From an optimization exercise on the open Yosys and OpenROAD flow, aimed at a short achievable clock period; shortcuts taken in it are not production practice. At most, simulation tests tie the RTL to the original design; equivalence was not proved. Power and IR drop assume default switching activity.

Setup of main:
Design s6afb, start of the top module:
module s6afb (
    input  wire        clk,
    input  wire [31:0] tick,
    input  wire        init_stb,
    input  wire [3:0]  init_tag,
    input  wire        rx_stb,
    input  wire [3:0]  rx_tag,
    input  wire [7:0]  rx_data,
    input  wire        issue_stb,
    input  wire [7:0]  issue_reg,
    input  wire [15:0] issue_val,
    input  wire        drive_stb,
    input  wire        wd_stb,
    output wire        issue_busy,
    output reg         rx_arm,
    output wire        tx_stb,
    output wire [39:0] tx_data,
    output wire [15:0] acc_x,
    output wire [15:0] acc_y,
    output wire [15:0] acc_z,
    output wire [15:0] gyro_x,
    output wire [15:0] gyro_y,
    output wire [15:0] gyro_z,
    output wire [15:0] angle_x,
    output wire [15:0] angle_y,
    output wire [15:0] angle_z,
    output wire [15:0] mag_x,
    output wire [15:0] mag_y,
    output wire [15:0] mag_z,
    output wire [15:0] temp,
    output wire [15:0] volt,
    output wire [15:0] version,
    output wire [31:0] last_frame_ts,
    output wire [31:0] angle_period,
    output wire [87:0] echo
);
Size: about 4000 cells after synthesis, about 41000 sq um of cells after synthesis.
Settings: LEC_CHECK=0, CAP_MARGIN=20, CORE_MARGIN=2, CORE_UTILIZATION=40, SETUP_SLACK_MARGIN=3.5, SLEW_MARGIN=20, TNS_END_PERCENT=100; clock period 6.5 ns.
run.sh (not shown) runs the stock make flow with config.mk's settings and CLKGATE_MAP_FILE= SYNTH_SCRIPT=/design/flow/synth_recipe.tcl, a recipe that flattens the netlist after the stock synthesis.
main reached the end of the flow, and the finished layout is clean on the timing, design-rule and antenna checks.
What the feature branch does differently from main at the input level:
==> flow/flow/run.sh (new file) <==
#!/bin/bash
# The standard layout, with the port buffers made as plain buffers
# (buf_4) instead of the smallest buffer the library offers.
bash standard.sh "BUFFER_PORTS_ARGS=-buffer_cell sky130_fd_sc_hd__buf_4" finish > standard.log 2>&1
==> flow/standard.sh (new file) <==
#!/bin/bash
# synth_recipe.tcl (not shown) runs the flow's synth.tcl, then flattens the netlist and writes it again
# the make line also repeats each setting of config.mk as NAME=value (left out here)
make -C /OpenROAD-flow-scripts/flow DESIGN_CONFIG=/design/flow/config.mk WORK_HOME=/design/flow/orfs CLKGATE_MAP_FILE= SYNTH_SCRIPT=/design/flow/synth_recipe.tcl "${@:-finish}"
removed: flow/run.sh
==> run summary <==
- main closes out successfully: all stages finished, all timing, DRC and antenna checks passed.
- The feature branch did not stop at any stage, and its layout met the timing, design-rule and antenna checks.
- The overall via count from detail_route number comes out higher for main vs the feature branch.
- The fraction of power consumed by sequential logic reported for the feature branch is greater than that of main by 0.8 points.
- Diff main -> the feature branch | critical path data arrival time | decrease of 260 ps
Function was not checked in any run of this note: the RTL went through the layout flow alone.

* * *

s6afb, a different RTL version from the one above (not shown whole).
Size in the first run: ~510 I/O pins, roughly 0.040 mm2 of cells after synthesis.
export LEC_CHECK = 0
export CAP_MARGIN = 20
export CORE_MARGIN = 2
export CORE_UTILIZATION = 40
export SETUP_SLACK_MARGIN = 4.2
export SLEW_MARGIN = 20
export SYNTH_HIERARCHICAL = 1
export SYNTH_MINIMUM_KEEP_SIZE = 0
export TNS_END_PERCENT = 100
create_clock -name core_clock -period 6.5 [get_ports {clk}]
standard.sh (not shown) runs the stock make flow with config.mk's settings and CLKGATE_MAP_FILE= SYNTH_SCRIPT=/design/flow/synth_recipe.tcl, a recipe that flattens the netlist after the stock synthesis.
==> flow/flow/run.sh <==
#!/bin/bash
# The standard layout with two changes:
#  - the slow OR/AND cells (or2..or4, and3, and4 in all their forms) are added
#    to the platform's don't-use list, so mapping and repair build those
#    functions from NAND/NOR/AOI cells;
#  - the port buffers are plain buffers (buf_4) instead of the smallest
#    buffer of the library.
set -euo pipefail
PLATFORM_DONT_USE=$(sed -n '/^export DONT_USE_CELLS/,/^#/p' "$FLOW_HOME/platforms/$FLOW_PLATFORM/config.mk" \
  | grep -o 'sky130_fd_sc_hd__[a-z0-9_]*' | tr '\n' ' ')
EXTRA_DONT_USE=$(cat flow/dont_use.txt)
bash standard.sh \
  "DONT_USE_CELLS=$PLATFORM_DONT_USE $EXTRA_DONT_USE" \
  "BUFFER_PORTS_ARGS=-buffer_cell sky130_fd_sc_hd__buf_4" \
  finish > standard.log 2>&1
==> flow/flow/dont_use.txt <==
sky130_fd_sc_hd__or3_1 sky130_fd_sc_hd__or3_2 sky130_fd_sc_hd__or3_4 sky130_fd_sc_hd__or3b_1 sky130_fd_sc_hd__or3b_2 sky130_fd_sc_hd__or3b_4 sky130_fd_sc_hd__or4_1 sky130_fd_sc_hd__or4_2 sky130_fd_sc_hd__or4_4 sky130_fd_sc_hd__or4b_1 sky130_fd_sc_hd__or4b_2 sky130_fd_sc_hd__or4b_4 sky130_fd_sc_hd__or4bb_1 sky130_fd_sc_hd__or4bb_2 sky130_fd_sc_hd__or4bb_4 sky130_fd_sc_hd__a2111o_1 sky130_fd_sc_hd__a2111o_2 sky130_fd_sc_hd__a2111o_4 sky130_fd_sc_hd__a2111oi_0 sky130_fd_sc_hd__a2111oi_1 sky130_fd_sc_hd__a2111oi_2 sky130_fd_sc_hd__a2111oi_4 sky130_fd_sc_hd__a41o_1 sky130_fd_sc_hd__a41o_2 sky130_fd_sc_hd__a41o_4 sky130_fd_sc_hd__a41oi_1 sky130_fd_sc_hd__a41oi_2 sky130_fd_sc_hd__a41oi_4 sky130_fd_sc_hd__nor4_1 sky130_fd_sc_hd__nor4_2 sky130_fd_sc_hd__nor4_4 sky130_fd_sc_hd__nor4b_1 sky130_fd_sc_hd__nor4b_2 sky130_fd_sc_hd__nor4b_4 sky130_fd_sc_hd__nor4bb_1 sky130_fd_sc_hd__nor4bb_2 sky130_fd_sc_hd__nor4bb_4 sky130_fd_sc_hd__o2111a_1 sky130_fd_sc_hd__o2111a_2 sky130_fd_sc_hd__o2111a_4 sky130_fd_sc_hd__o2111ai_1 sky130_fd_sc_hd__o2111ai_2 sky130_fd_sc_hd__o2111ai_4 sky130_fd_sc_hd__o41a_1 sky130_fd_sc_hd__o41a_2 sky130_fd_sc_hd__o41a_4 sky130_fd_sc_hd__o41ai_1 sky130_fd_sc_hd__o41ai_2 sky130_fd_sc_hd__o41ai_4 
The starting point ran to the end with no violations.
Rerun with:
Settings changed: CORE_UTILIZATION 40 to 30.
Utilization is lower by 14 points.
Fmax is lower by 3.7%.
Die area is higher by 33%.
Setup slack degrades by 0.098 ns.
Rerun with:
Settings changed: CORE_UTILIZATION 30 to 40, SETUP_SLACK_MARGIN 4.2 to 4.5.
- The new run produced a clean layout
- synthesized cell count is unchanged
- power is lower by about 1.9%
- global-route usage increases by 6.1 points
- maximum frequency grows by about 4.4%
- worst setup slack improves by 0.11 ns

re-timing with driven ports:
The flow's constraints put no driver on any port. The routed layouts listed below were extracted and timed again, unchanged, in two steps.
Step 1 sets driving cells, clkbuf_16 on the clock port and buf_2 on the other inputs (assumed; they add their load-dependent delay and slew).
Step 2 adds t to the input delays and takes it off the output delays; t is the mean of the earliest and latest rising clock arrival at the registers after step 1. Input paths then give back, and output paths get back, about the clock's delay inside the block.
Slacks: ideal / step 1 / step 2; pairs: ideal / step 1.
run | t, ns | slack for setup (ns) | worst slew at a driven data input, ns
main | 0.790 | 2.515 / 2.541 / 1.751 | 0.11
the feature branch | 0.776 | 2.742 / 2.741 / 1.964 | 0.19
the first run of note 2 | 0.738 | 3.966 / 3.809 / 3.071 | 0.28
the second run of note 2 | 0.756 | 3.868 / 3.697 / 2.941 | 0.30
the third run of note 2 | 0.750 | 3.978 / 3.852 / 3.102 | 0.31
After both steps setup and hold are still met in every run listed. For the second run of note 2, which loses most, drivers alone change the setup slack by -0.171 ns; drivers and shift together by -0.927 ns.
